Context: an optimization exercise on an open-source flow, tuned for small area. The choices shown serve that exercise and are no tape-out recipe.
Only simulation tests tie the RTL to the original design; equivalence was not proved.

==> trial 89: inputs <==
## mbnet_core
module mbnet_core (
    input  wire        clk,
    input  wire        rst,
    input  wire        cmd_valid,
    output wire        cmd_ready,
    input  wire [63:0] cmd,
    input  wire [63:0] cmd_data,
    output reg         res_valid,
    output reg  [3:0]  res_status,
    output wire [7:0]  res_id,
    output reg  [3:0]  res_dlc,
    output reg  [1:0]  res_tos,
    output wire [63:0] res_data,
    output wire        tx_valid,
    input  wire        tx_ready,
    output wire [28:0] tx_id,
    output wire [3:0]  tx_dlc,
    output wire [63:0] tx_data,
    input  wire        rx_valid,
    input  wire        rx_ide,
    input  wire        rx_rtr,
    input  wire [28:0] rx_id,
    input  wire [3:0]  rx_dlc,
    input  wire [63:0] rx_data,
    output wire        call_valid,
    output wire [2:0]  call_kind,
    output wire [6:0]  call_master,
    output reg  [1:0]  call_tos,
    output reg  [15:0] call_control,
    output reg  [3:0]  call_dlc,
    output reg  [63:0] call_data,
    input  wire        call_ret,
    output reg         log_valid,
    output wire [28:0] log_id
);
    localparam [9:0] ACK_POLL_BUDGET = 10'd1000;
    localparam [3:0] OP_INIT        = 4'h0;
    localparam [3:0] OP_NODEID_SET  = 4'h1;
    localparam [3:0] OP_NODEID_GET  = 4'h2;
    localparam [3:0] OP_SEND_REQ    = 4'h3;
    localparam [3:0] OP_SEND_AGAIN  = 4'h4;
    localparam [3:0] OP_WAIT_ACK_NB = 4'h5;
    localparam [3:0] OP_WAIT_ACK    = 4'h6;
    localparam [3:0] OP_SEND_ACK    = 4'h7;
    localparam [3:0] OP_SLAVE_INFO  = 4'h8;
    localparam [3:0] OP_HANDLER     = 4'h9;
    localparam [3:0] ST_SUCCESS   = 4'h0;
    localparam [3:0] ST_PENDING   = 4'h1;
    localparam [3:0] ST_RETRY     = 4'h2;
    localparam [3:0] ST_TIMEOUT   = 4'h3;
    localparam [3:0] ST_NOTCONF   = 4'h4;
    localparam [3:0] ST_NOTMASTER = 4'h5;
    localparam [3:0] ST_SEQERR    = 4'h6;
    localparam [3:0] ST_BADTARGET = 4'h7;
    localparam [3:0] ST_BADID     = 4'h8;
    localparam [3:0] ST_RANGE     = 4'h9;
    localparam [3:0] ST_NOTFOUND  = 4'hA;
    localparam [3:0] ST_BADLEN    = 4'hB;
    localparam [3:0] ST_ILLEGAL   = 4'hC;
    localparam [2:0] S_IDLE  = 3'd0;
    localparam [2:0] S_EXEC  = 3'd1;
    localparam [2:0] S_TX    = 3'd2;
  ...
==> flow/config.mk <==
export PLATFORM = sky130hd
export DESIGN_NAME = mbnet_core
export DESIGN_NICKNAME = mbnet_core
export VERILOG_FILES = /design/flow/design.v
export SDC_FILE = /design/flow/constraint.sdc
export NUM_CORES = 4
export LEC_CHECK = 0
export CAP_MARGIN = 0
export CORE_MARGIN = 2
export CORE_UTILIZATION = 40
export CTS_CLUSTER_DIAMETER = 100
export CTS_CLUSTER_SIZE = 25
export PLACE_DENSITY = 0.6
export SLEW_MARGIN = 0
==> flow/constraint.sdc <==
create_clock -name core_clock -period 10.0 [get_ports {clk}]
set_input_delay 2.0000 -clock core_clock [delete_from_list [all_inputs] [get_ports {clk}]]
set_output_delay 2.0000 -clock core_clock [all_outputs]
set_load 0.01 [all_outputs]
standard.sh (not shown) runs the stock make flow with config.mk's settings and CLKGATE_MAP_FILE= SYNTH_SCRIPT=/design/flow/synth_recipe.tcl, a recipe that flattens the netlist after the stock synthesis.
==> flow/flow/run.sh <==
#!/bin/bash
# Standard ORFS layout (the standard.sh, unchanged synthesis), with
# the smallest buffer on the ports and CTS sink clusters of up to 25
# flip-flops, without dummy loads.
set -euo pipefail
export BUFFER_PORTS_ARGS="-buffer_cell sky130_fd_sc_hd__buf_1"
export CTS_ARGS="-sink_clustering_enable -repair_clock_nets -sink_clustering_size 25 -sink_clustering_max_diameter 100 -dont_use_dummy_load"
bash standard.sh > standard.log 2>&1
==> inputs of trial 49, as changes to trial 89 <==
--- a/flow/design.v
+++ b/flow/design.v
@@ -236,17 +236,16 @@
     reg        fin_aq;       
     reg        fin_hit;      
     reg        x_hold;       
     reg        probe_ok;
     reg        probe_fail;
     reg        do_init;
     reg        do_setid;
     reg        ld_budget;
-    reg        dec_budget;
     reg        do_probe;     
     reg        do_scan;      
     reg        dispatch;     
     reg        set_lock;
     reg        clr_lock;
     reg        set_rtos;
     reg [1:0]  rtos_nx;
     reg        log_nx;
@@ -258,17 +257,16 @@
         fin_aq     = 1'b0;
         fin_hit    = 1'b0;
         x_hold     = 1'b0;
         probe_ok   = 1'b0;
         probe_fail = 1'b0;
         do_init    = 1'b0;
         do_setid   = 1'b0;
         ld_budget  = 1'b0;
-        dec_budget = 1'b0;
         do_probe   = 1'b0;
         do_scan    = 1'b0;
         dispatch   = 1'b0;
         set_lock   = 1'b0;
         clr_lock   = 1'b0;
         set_rtos   = 1'b0;
         rtos_nx    = 2'd0;
         log_nx     = 1'b0;
@@ -404,18 +402,16 @@
                     fin = 1'b1; fin_status = ST_PENDING;
                 end else if (budget == 10'd1) begin
                     if (probe) begin
                         probe_fail = 1'b1;
                         state_nx   = H_DRAIN;
                     end else begin
                         fin = 1'b1; fin_status = ST_TIMEOUT;
                     end
-                end else begin
-                    dec_budget = 1'b1;
                 end
             end
         end
         H_SCAN: begin
             clr_lock = 1'b1;
             if (!is_master) begin
                 state_nx = H_DRAIN;
             end else begin
@@ -595,17 +591,17 @@
             rp[0] <= rp[7];
         end
         if (rec_to_h) begin
             hc <= cidx;
             hp <= aq_data;
         end
         if (ld_budget)
             budget <= ACK_POLL_BUDGET;
-        else if (dec_budget)
+        else
             budget <= budget - 10'd1;
         if (set_lock) begin
             locked    <= 1'b1;
             locked_ms <= rq_ms;
         end else if (clr_lock) begin
             locked    <= 1'b0;
         end
         if (set_rtos)
==> flow/flow/run.sh (replaced) <==
#!/bin/bash
# Standard ORFS layout (the standard.sh, unchanged synthesis), with
# the smallest buffer on the ports and CTS sink clusters of up to 30
# flip-flops, without dummy loads.
set -euo pipefail
export BUFFER_PORTS_ARGS="-buffer_cell sky130_fd_sc_hd__buf_1"
export CTS_ARGS="-sink_clustering_enable -repair_clock_nets -sink_clustering_size 30 -sink_clustering_max_diameter 80 -dont_use_dummy_load"
bash standard.sh > standard.log 2>&1
CAP_MARGIN = 20   (was 0)
CORE_UTILIZATION = 55   (was 40)
CTS_CLUSTER_DIAMETER = 80   (was 100)
CTS_CLUSTER_SIZE = 30   (was 25)
PLACE_DENSITY = 0.75   (was 0.6)
SLEW_MARGIN = 20   (was 0)
==> inputs of build 18, as changes to trial 89 <==
--- a/flow/design.v
+++ b/flow/design.v
@@ -133,22 +133,18 @@
     reg        pend_valid;
     reg [15:0] pend_ctrl;
     reg [1:0]  pend_tos;
     reg [2:0]  pend_ms;
     reg [6:0]  pend_node;
     reg [3:0]  pend_dlc;
     reg [63:0] pend_msg;
     reg [1:0]  cand_st  [0:31];    
-    reg [7:0]  rv;                 
-    reg [4:0]  rc [0:7];           
-    reg [63:0] rp [0:7];           
-    reg        hv;                 
-    reg [4:0]  hc;
-    reg [63:0] hp;
+    reg [4:0]  rec_cand [0:7];
+    reg [63:0] rec_pong [0:7];
     reg [3:0]  nrec;
     reg [4:0]  cursor;             
     reg [9:0]  budget;
     reg        locked;
     reg [2:0]  locked_ms;
     reg [2:0]  h_ms;
     reg [1:0]  h_reply_tos;
     reg        res_get;
@@ -206,22 +202,22 @@
     assign tx_data  = xd | (pend_msg & {64{from_pend}});
     wire       is_master = configured && (node_id[3:0] == 4'd0);
     wire [4:0] cidx      = c_id[4:0] - 5'd8;
     wire       in_range  = (c_id[6:0] >= 7'h08) && (c_id[6:0] <= 7'h27);
     reg        hit_any;
     reg [63:0] hit_data;
     integer    ri;
     always @(*) begin
-        hit_any  = hv && hc == cidx;
-        hit_data = {64{hit_any}} & hp;
+        hit_any  = 1'b0;
+        hit_data = 64'd0;
         for (ri = 0; ri < 8; ri = ri + 1)
-            if (rv[ri] && rc[ri] == cidx) begin
+            if (ri < nrec && rec_cand[ri] == cidx) begin
                 hit_any  = 1'b1;
-                hit_data = hit_data | rp[ri];
+                hit_data = hit_data | rec_pong[ri];
             end
     end
     wire [4:0] node_ci  = node_id[4:0] - 5'd8;
     wire       node_in  = (node_id >= 7'h08) && (node_id <= 7'h27);
     wire [4:0] scan_ci  = (node_in && cursor == node_ci) ? cursor + 5'd1 : cursor;
     wire [6:0] scan_c   = {2'b00, scan_ci} + 7'h08;
     wire [1:0] scan_st  = cand_st[scan_ci];
     wire        take     = cmd_valid && cmd_ready;
@@ -484,32 +480,26 @@
                 tx_k_nx  = K_REPLY;
                 state_nx = S_TX;
             end
         end
         endcase
         if (fin)
             state_nx = depth ? H_CALL : S_IDLE;
     end
-    wire new_rec    = probe_ok && !nrec[3];
-    wire flush_h    = hv && !rv[7];
-    wire rec_direct = new_rec && !hv && !rv[7];
-    wire rec_to_h   = new_rec && !rec_direct;
     integer i;
     always @(posedge clk) begin
         if (rst) begin
             state      <= S_IDLE;
             depth      <= 1'b0;
             configured <= 1'b0;
             pend_valid <= 1'b0;
             for (i = 0; i < 32; i = i + 1)
                 cand_st[i] <= 2'd0;
             nrec       <= 4'd0;
-            rv         <= 8'd0;
-            hv         <= 1'b0;
             cursor     <= 5'd0;
             res_valid  <= 1'b0;
             log_valid  <= 1'b0;
         end else begin
             state     <= state_nx;
             res_valid <= fin;
             log_valid <= log_nx;
             if (take)
@@ -529,25 +519,18 @@
                     cand_st[i] <= 2'd0;
             end else if (probe_ok) begin
                 cand_st[cidx] <= 2'd3;
             end else if (probe_fail) begin
                 cand_st[cidx] <= c_tos + 2'd1;
             end
             if (do_init)
                 nrec <= 4'd0;
-            else if (new_rec)
+            else if (probe_ok && !nrec[3])
                 nrec <= nrec + 4'd1;
-            rv <= {rv[6:0], rv[7] | flush_h | rec_direct} & {8{!do_init}};
-            if (do_init)
-                hv <= 1'b0;
-            else if (rec_to_h)
-                hv <= 1'b1;
-            else if (flush_h)
-                hv <= 1'b0;
             if (do_init)
                 cursor <= 5'd0;
             else if (do_scan)
                 cursor <= scan_ci + 5'd1;
         end
     end
     always @(posedge clk) begin
         tx_k <= tx_k_nx;
@@ -575,33 +558,19 @@
         end else if (do_probe) begin
             pend_ctrl <= 16'h0000;
             pend_tos  <= 2'd3;
             pend_ms   <= node_id[6:4];
             pend_node <= scan_c;
             pend_dlc  <= 4'd0;
             pend_msg  <= 64'd0;
         end
-        for (i = 1; i < 8; i = i + 1) begin
-            rc[i] <= rc[i-1];
-            rp[i] <= rp[i-1];
-        end
-        if (flush_h) begin
-            rc[0] <= hc;
-            rp[0] <= hp;
-        end else if (rec_direct) begin
-            rc[0] <= cidx;
-            rp[0] <= aq_data;
-        end else begin
-            rc[0] <= rc[7];
-            rp[0] <= rp[7];
-        end
-        if (rec_to_h) begin
-            hc <= cidx;
-            hp <= aq_data;
+        if (probe_ok && !nrec[3]) begin
+            rec_pong[nrec[2:0]] <= aq_data;
+            rec_cand[nrec[2:0]] <= cidx;
         end
         if (ld_budget)
             budget <= ACK_POLL_BUDGET;
         else if (dec_budget)
             budget <= budget - 10'd1;
         if (set_lock) begin
             locked    <= 1'b1;
             locked_ms <= rq_ms;
==> flow/run.sh (new file) <==
#!/bin/bash
# synth_recipe.tcl (not shown) runs the flow's synth.tcl, then flattens the netlist and writes it again
# the make line also repeats each setting of config.mk as NAME=value (left out here)
make -C /OpenROAD-flow-scripts/flow DESIGN_CONFIG=/design/flow/config.mk WORK_HOME=/design/flow/orfs CLKGATE_MAP_FILE= SYNTH_SCRIPT=/design/flow/synth_recipe.tcl finish
CAP_MARGIN = 20   (was 0)
SLEW_MARGIN = 20   (was 0)
removed: flow/flow/run.sh
removed: flow/standard.sh
==> comparison <==
Die area, highest first: build 18, trial 89, trial 49. Trial 49 passed the timing, design-rule and antenna checks. Build 18 produced a layout that fails on antenna rules. Trial 89 produced a clean layout. Critical path depth: build 18 < trial 49 < trial 89. The lowest clock-buffer cell count belongs to trial 49, the highest to build 18. In build 18 the via count is smaller than in trial 89, by about 2%. Between build 18 and trial 89, the lower first-iteration DRC count is in trial 89 (gap 10%, measured against trial 89).

-- re-timing with driven ports --
In the flow no input, the clock included, has a driving cell. The finished layouts below were timed again as built, in two steps.
Step 1 assumes that a clkbuf_16 drives the clock port and a buf_2 every other input.
Step 2 adds t to the input delays and takes it off the output delays; t is the mean of the earliest and latest rising clock arrival at the registers after step 1. Input paths then give back, and output paths get back, about the clock's delay inside the block.
Three values: ideal, step 1, step 2; two values: the first two.
run	t (ns)	setup slack, ns	worst setup path after step 2	worst data-port slew with drivers (ns)	cell pins on the clock port's net
trial 89	0.764	3.905 / 3.905 / 3.892	input to register	0.19	1
trial 49	0.714	4.313 / 4.313 / 3.775	input to register	0.11	1
build 18	0.784	3.757 / 3.757 / 3.757	register to register	0.11	1
For trial 49, which loses most, drivers alone change the setup slack by 0.000 ns; drivers and shift together by -0.538 ns.
